This is an optimization exercise on Yosys and OpenROAD, whose aim is small area, a short achievable clock period and few clock cycles per item, not a production implementation. In this exercise RTL edits were held to simulation tests only and were not proved equivalent to the original.

--- design/flow/config.mk ---
export PLATFORM = sky130hd
export DESIGN_NAME = ws_arith
export DESIGN_NICKNAME = ws_arith
export VERILOG_FILES = /design/flow/design.v
export SDC_FILE = /design/flow/constraint.sdc
export NUM_CORES = 4
export LEC_CHECK = 0
export CAP_MARGIN = 20
export CORE_MARGIN = 2
export CORE_UTILIZATION = 30
export SLEW_MARGIN = 20
--- design/flow/constraint.sdc ---
create_clock -name core_clock -period 17.0 [get_ports {clk}]
set_input_delay 3.4000 -clock core_clock [delete_from_list [all_inputs] [get_ports {clk}]]
set_output_delay 3.4000 -clock core_clock [all_outputs]
set_load 0.01 [all_outputs]
--- design/flow/design.v ---
module ws_arith (
    input  wire        clk,
    input  wire        rst,
    input  wire        in_valid,
    output wire        in_ready,
    input  wire [1:0]  in_op,
    input  wire        in_w8,
    input  wire [31:0] in_a,
    input  wire [31:0] in_b,
    output wire        out_valid,
    input  wire        out_ready,
    output wire [31:0] out_data
);
    localparam OP_SCALE = 2'd0;
    localparam OP_ENC   = 2'd1;
    localparam OP_DEC   = 2'd2;
    localparam [31:0] QNAN   = 32'h7FC00000;
    localparam [31:0] F32767 = 32'h46FFFE00;   
    localparam [31:0] F127   = 32'h42FE0000;   
    localparam S_IDLE = 2'd0;
    localparam S_PREP = 2'd1;
    localparam S_DIV  = 2'd2;
    localparam S_OUT  = 2'd3;
    reg [1:0]  state;
    reg [1:0]  op_r;
    reg        w8_r;
    reg [31:0] a_r;
    reg [31:0] b_r;
    reg [31:0] res;
    reg [24:0] rem;       
    reg [23:0] dvs;       
    reg [26:0] quo;       
    reg [4:0]  cnt;
    reg signed [10:0] qexp;   
    reg        qsign;
    assign in_ready  = (state == S_IDLE);
    assign out_valid = (state == S_OUT);
    assign out_data  = res;
    function [4:0] lz24(input [23:0] v);
        integer i;
        reg found;
        begin
            lz24 = 5'd24;
            found = 1'b0;
            for (i = 23; i >= 0; i = i - 1) begin
                if (!found && v[i]) begin
                    lz24 = 23 - i;
                    found = 1'b1;
                end
            end
        end
    endfunction
    function [5:0] lz40(input [39:0] v);
        integer i;
        reg found;
        begin
            lz40 = 6'd40;
            found = 1'b0;
            for (i = 39; i >= 0; i = i - 1) begin
                if (!found && v[i]) begin
                    lz40 = 39 - i;
                    found = 1'b1;
                end
            end
        end
    endfunction
    function [31:0] round_pack(input sgn, input signed [10:0] bexp, input [25:0] sig);
        reg [25:0] v;
        reg        st;
        reg [10:0] sh;
        reg [30:0] mag;
        reg        rup;
        integer    i;
        begin
            v  = sig;
            st = 1'b0;
            if (bexp < 11'sd1) begin
                sh = 11'sd1 - bexp;
                if (sh > 11'd26) sh = 11'd26;
                for (i = 0; i < 26; i = i + 1) begin
                    if (i < sh) begin
                        st = st | v[0];
                        v  = v >> 1;
                    end
                end
            end
            st  = st | v[0];
            rup = v[1] & (st | v[2]);
            if (bexp >= 11'sd255) begin
                mag = 31'h7F800000;
            end else if (bexp < 11'sd1) begin
                mag = {8'd0, v[24:2]} + {30'd0, rup};
            end else begin
                mag = {bexp[7:0] - 8'd1, 23'd0} + {7'd0, v[25:2]} + {30'd0, rup};
            end
            round_pack = {sgn, mag};
        end
    endfunction
    function [34:0] unpack(input [31:0] f);   
        reg [4:0]  lz;
        reg [23:0] m;
        reg signed [10:0] e;
        begin
            if (f[30:23] == 8'd0) begin
                m  = {1'b0, f[22:0]};
                lz = lz24(m);
                m  = m << lz;
                e  = -11'sd126 - {6'd0, lz};
            end else begin
                m = {1'b1, f[22:0]};
                e = {3'd0, f[30:23]} - 11'sd127;
            end
            unpack = {e, m};
        end
    endfunction
    function [31:0] code_of(input [31:0] q, input w8);
        reg [15:0] qmax;
        reg [7:0]  e;
        reg [23:0] sig;
        reg [24:0] sum;
        reg [15:0] n;
        begin
            qmax = w8 ? 16'd127 : 16'd32767;
            e    = q[30:23];
            sig  = {1'b1, q[22:0]};
            if (e == 8'd255 && q[22:0] != 23'd0) begin
                n = 16'd0;                         
            end else if (e >= 8'd142) begin
                n = qmax;                          
            end else if (e >= 8'd126) begin
                sum = {1'b0, sig} + (25'd1 << (149 - e));
                sum = sum >> (150 - e);
                n   = sum[15:0];
                if (n > qmax) n = qmax;
            end else if (q[30:0] == 31'h3EFFFFFF) begin
                n = 16'd1;                         
            end else begin
                n = 16'd0;
            end
            code_of = q[31] ? -{16'd0, n} : {16'd0, n};
        end
    endfunction
    function [31:0] dec_mul(input [15:0] k, input [31:0] y);
        reg        ks;
        reg [15:0] km;
        reg [23:0] ym;
        reg signed [10:0] ye;
        reg [39:0] p;
        reg [5:0]  lz;
        reg [39:0] pn;
        reg        sgn;
        begin
            ks  = k[15];
            km  = ks ? -k : k;
            sgn = ks ^ y[31];
            if (y[30:23] == 8'hFF && y[22:0] != 23'd0) begin
                dec_mul = QNAN;
            end else if (y[30:23] == 8'hFF) begin
                dec_mul = (km == 16'd0) ? QNAN : {sgn, 8'hFF, 23'd0};
            end else if (km == 16'd0 || y[30:0] == 31'd0) begin
                dec_mul = {sgn, 31'd0};
            end else begin
                if (y[30:23] == 8'd0) begin
                    ym = {1'b0, y[22:0]};
                    ye = -11'sd126;
                end else begin
                    ym = {1'b1, y[22:0]};
                    ye = {3'd0, y[30:23]} - 11'sd127;
                end
                p  = {24'd0, km} * {16'd0, ym};
                lz = lz40(p);
                pn = p << lz;
                dec_mul = round_pack(sgn, ye + 11'sd16 - {5'd0, lz} + 11'sd127,
                                     {pn[39:15], |pn[14:0]});
            end
        end
    endfunction
    wire [31:0] dx = a_r;
    wire [31:0] dy = (op_r == OP_SCALE) ? (w8_r ? F127 : F32767) : b_r;
    wire x_nan  = (dx[30:23] == 8'hFF) && (dx[22:0] != 23'd0);
    wire y_nan  = (dy[30:23] == 8'hFF) && (dy[22:0] != 23'd0);
    wire x_inf  = (dx[30:0] == 31'h7F800000);
    wire y_inf  = (dy[30:0] == 31'h7F800000);
    wire x_zero = (dx[30:0] == 31'd0);
    wire y_zero = (dy[30:0] == 31'd0);
    wire d_sign = dx[31] ^ dy[31];
    wire [34:0] ux = unpack(dx);
    wire [34:0] uy = unpack(dy);
    wire [26:0] quo_fin = quo;
    wire        q_st    = (rem != 25'd0);
    wire [25:0] q_sig   = quo_fin[26] ? {quo_fin[26:2], quo_fin[1] | quo_fin[0] | q_st}
                                      : {quo_fin[25:1], quo_fin[0] | q_st};
    wire signed [10:0] q_bexp = qexp + 11'sd127 - (quo_fin[26] ? 11'sd0 : 11'sd1);
    wire [31:0] q_val   = round_pack(qsign, q_bexp, q_sig);
    wire [25:0] trial   = {1'b0, rem} - {2'b0, dvs};
    wire        q_bit   = !trial[25];
    wire [24:0] rem_nxt = q_bit ? trial[24:0] : rem;
    always @(posedge clk) begin
        if (rst) begin
            state <= S_IDLE;
        end else begin
            case (state)
                S_IDLE: begin
                    if (in_valid) begin
                        op_r  <= in_op;
                        w8_r  <= in_w8;
                        a_r   <= in_a;
                        b_r   <= in_b;
                        state <= S_PREP;
                    end
                end
                S_PREP: begin
                    if (op_r == OP_DEC) begin
                        res   <= dec_mul(w8_r ? {{8{a_r[7]}}, a_r[7:0]} : a_r[15:0], b_r);
                        state <= S_OUT;
                    end else if (op_r == 2'd3) begin
                        res   <= 32'd0;
                        state <= S_OUT;
                    end else if (x_nan || y_nan || (x_inf && y_inf) || (x_zero && y_zero)) begin
                        res   <= (op_r == OP_ENC) ? 32'd0 : QNAN;
                        state <= S_OUT;
                    end else if (x_inf || y_zero) begin
                        res   <= (op_r == OP_ENC) ? code_of({d_sign, 31'h7F800000}, w8_r)
                                                  : {d_sign, 31'h7F800000};
                        state <= S_OUT;
                    end else if (x_zero || y_inf) begin
                        res   <= (op_r == OP_ENC) ? 32'd0 : {d_sign, 31'd0};
                        state <= S_OUT;
                    end else begin
                        rem   <= {1'b0, ux[23:0]};
                        dvs   <= uy[23:0];
                        qexp  <= $signed(ux[34:24]) - $signed(uy[34:24]);
                        qsign <= d_sign;
                        quo   <= 27'd0;
                        cnt   <= 5'd0;
                        state <= S_DIV;
                    end
                end
                S_DIV: begin
                    if (cnt == 5'd27) begin
                        res   <= (op_r == OP_ENC) ? code_of(q_val, w8_r) : q_val;
                        state <= S_OUT;
                    end else begin
                        quo <= {quo[25:0], q_bit};
                        rem <= {rem_nxt[23:0], 1'b0};
                        cnt <= cnt + 5'd1;
                    end
                end
                S_OUT: begin
                    if (out_ready) state <= S_IDLE;
                end
                default: state <= S_IDLE;
            endcase
        end
    end
endmodule
--- design/flow/run.sh ---
#!/bin/bash
# synth_recipe.tcl (not shown) runs the flow's synth.tcl, then flattens the netlist and writes it again
# the make line also repeats each setting of config.mk as NAME=value (left out here)
make -C /OpenROAD-flow-scripts/flow DESIGN_CONFIG=/design/flow/config.mk WORK_HOME=/design/flow/orfs CLKGATE_MAP_FILE= SYNTH_SCRIPT=/design/flow/synth_recipe.tcl finish
==> results.ini <==
[synthesis]
syn_nets=7083
synth_common_cells=nand2_1 (849), nor2_1 (530), inv_1 (514)
netlist.area_leader.share_pct=13.1
ys_ff_latch=194
ys_warn_count=1
ys_types=130
synth_top_family_by_area=compound AO/OA/AOI/OAI gates
ys.flop_type=edfxtp_1
synth.cell_area_um2=47600
syn_inst=6467
synth_fa_ha_area_share_pct=19.2
synth-xor-area-share_pct=3.25
async_flop_share_pct=0
synth.yosys.seq_area_share_pct=12.2
ys_top_cells_by_area=fa_1 (13%), edfxtp_1 (12%), nand2_1 (6.7%)
synth_compound_area_share_pct=27.5
synth.largest_area_cell=fa_1
synth_edf_count=192
synthSimpleGateAreaFrac_pct=25.0
synth.most_common_cell=nand2_1
synthMuxAreaShare_pct=5.29
syn_avg_cell_area_um2=7.36

[floorplanning]
floorplan.rows=146
core_um2=158000
initial_core_util_pct=30.1
ios=105
die_x_um=402
die_height_um=402
die_area_um2=162000

[timing]
skew_ns=0.0205
final-setup-viol-count=0
period_needed_ns=16.37
max_slew_margin_pct=21.6
max_freq_ghz=0.0611
whs_ns=0.563
report.final.hold_viol_count=0
slew_violations=0
tns_ns=0
setup_ws_ns=0.635
tightest_slew_ns=1.15
finalCritPeriodShare_pct=96.3

[final_layout]
fin_util_pct=37.5
drive_gt1_share_pct=19.9
ff_latch_area_um2=5810
multi_input_area_um2=39300
nets=7840
fillers=16478
syn_to_final_growth_pct=24.6

[global_route]
grt_pass1_vias=53139
grt_antenna_before_repair=8
track_usage_pct=27.9
grt_max_degree=72
grt_pass1_wl_um=348000
grt-ovfl-total=0

[setup_path]
path_depth=71
critPathBufInv=14
path_delay_family=compound AO/OA/AOI/OAI gates
reg2reg_slack_ns=0.63
end_kind=flop
r2r_cells=71
cp_max_fo=7
path_class=reg2reg
cp_slowest_cell=fa_1
critPathLaunchType=flop
crit_arrival_ns=16.78
cp_common_cell=buf_4
cp.required_ns=17.42
critical_path.max_stage_delay_ns=0.54

[clock_tree]
cts_buffer_depth=2
clk_latency_ns=0.55
cts_buffers=17
cts_root_buf=clkbuf_16
cts_sinks=194
cts_tree=yes
h-tree-depth=4
cts.reportedPaths.clkPinSlew_ns=0.09
cts_hold_buf=0

[min_path]
hp-class=reg2reg
whs_path_depth=1

[routing]
drtPass1Iterations=8
ant_nets=0
drt_iter0_drc=6710
drc=0
drt_wl_total_um=235000
via_per_inst=6.01
via_count=55963
wl_per_cell_um=25.2

[placed_design]
gp_congestion=1.02
io_buffers=104
dpl.hpwl_um=189000
pre_cts_slack_ns=-0.470

[flow_run]
drv_cap=0

[outcome]
outcome=finished clean

[cells in the final DEF, fill, tap and decap left out, types with 24 or more instances in the layout]
cell             count
a211o_1             24
a211oi_1            93
a21o_1              92
a21oi_1            417
a21oi_2             27
a221oi_1            25
a22oi_1             38
a31oi_1            107
a32oi_1             26
and2_1             193
and3_1              66
buf_4             1019
clkdlybuf4s50_1    104
edfxtp_1           192
fa_1               303
ha_1               223
inv_1              513
mux2_2              39
mux2i_1            164
nand2_1            849
nand2b_1            41
nand3_1            203
nand4_1             68
nor2_1             516
nor2b_1             28
nor3_1             193
nor4_1              60
o2111ai_1           29
o211ai_1            97
o21a_1              39
o21ai_0            361
o21ai_1             44
o22ai_1             52
o31ai_1             53
or2_2               27
or3_1               41
xnor2_1            102
xor2_1              54
[per-layer routing]
metal,vias up,share of wire (%),track usage [%]
li1,25047,-,-
met1,27291,44,39.9
met5,-,0.074,0.654
met4,8,3.6,9.11
met2,3109,42,42.1
met3,508,9.6,5.14
[kinds of logic after synthesis]
group | Yosys count
buf+inv | 928
fa+ha+maj | 545
mux | 224
compound gates | 1934
xor+xnor | 171
simple gates | 2470
flops | 194
other cells | 1
[layout make-up]
cell class	instances	area share [%]
antenna	2	0.00844
clock buffer	19	0.747
clock inverter	13	0.249
inverter	522	3.31
multi-input combinational	5345	66.2
sequential	194	9.79
tap	2072	4.37
timing repair buffer	1144	15.3
[worst paths after layout]
path / start / endpoint
min: quo[0] / quo[1]
min reg2reg: quo[0] / quo[1]
max reg2reg: a_r[0] / res[13]
max: a_r[0] / res[13]
[registers in the layout, indices dropped and copies added (netlist names)]
| register | cells |
|---|---|
| op_r | 2 |
| quo | 27 |
| res | 32 |
| a_r | 32 |
| dvs | 24 |
| b_r | 32 |
| qsign | 1 |
| w8_r | 1 |
| qexp | 11 |
| state | 2 |
| rem | 25 |
| cnt | 5 |
[stage by stage]
step	area (um2)	instances
finish	59300	9311
global route	59300	9309
CTS	58400	9288
detailed placement	57700	9255
global placement	57700	9254
floorplan	47700	6467
[timing repair]
| item | CTS | global route |
|---|---|---|
| gates resized for setup | 20 | 182 |
| setup buffers | 1 | 21 |
| endpoints found under the setup margin | 20 | 32 |
| pin swaps | 3 | 75 |
Testbench counts, summed over its fixed seeds: cycles 66,772, items 3,936.

afterwards: timing with drivers on the ports:
How much do the figures lean on ideal ports? The routed layout below was timed once more, with nothing changed but the port constraints. Step 1, drivers: a clkbuf_16 drives clk and a buf_2 each remaining input, both assumed. Step 2 moves the port delays by t, midway between the first and last clock arrival at a register: inputs arrive t later, outputs are due t later. That takes back most of the time a late clock gives input paths. Slacks: ideal ports / drivers / drivers and shift; pairs: ideal ports / drivers.
shift t [ns]: 0.621
setup WS [ns]: 0.635 / 0.635 / 0.635
hold WS [ns]: 0.563 / 0.563 / 0.563
worst setup path after step 2: register to register
cell pins on the clock port's net: 1
After both steps setup and hold are still met in this run. The setup slack of this run moves by 0.000 ns with the drivers and by 0.000 ns with both steps.
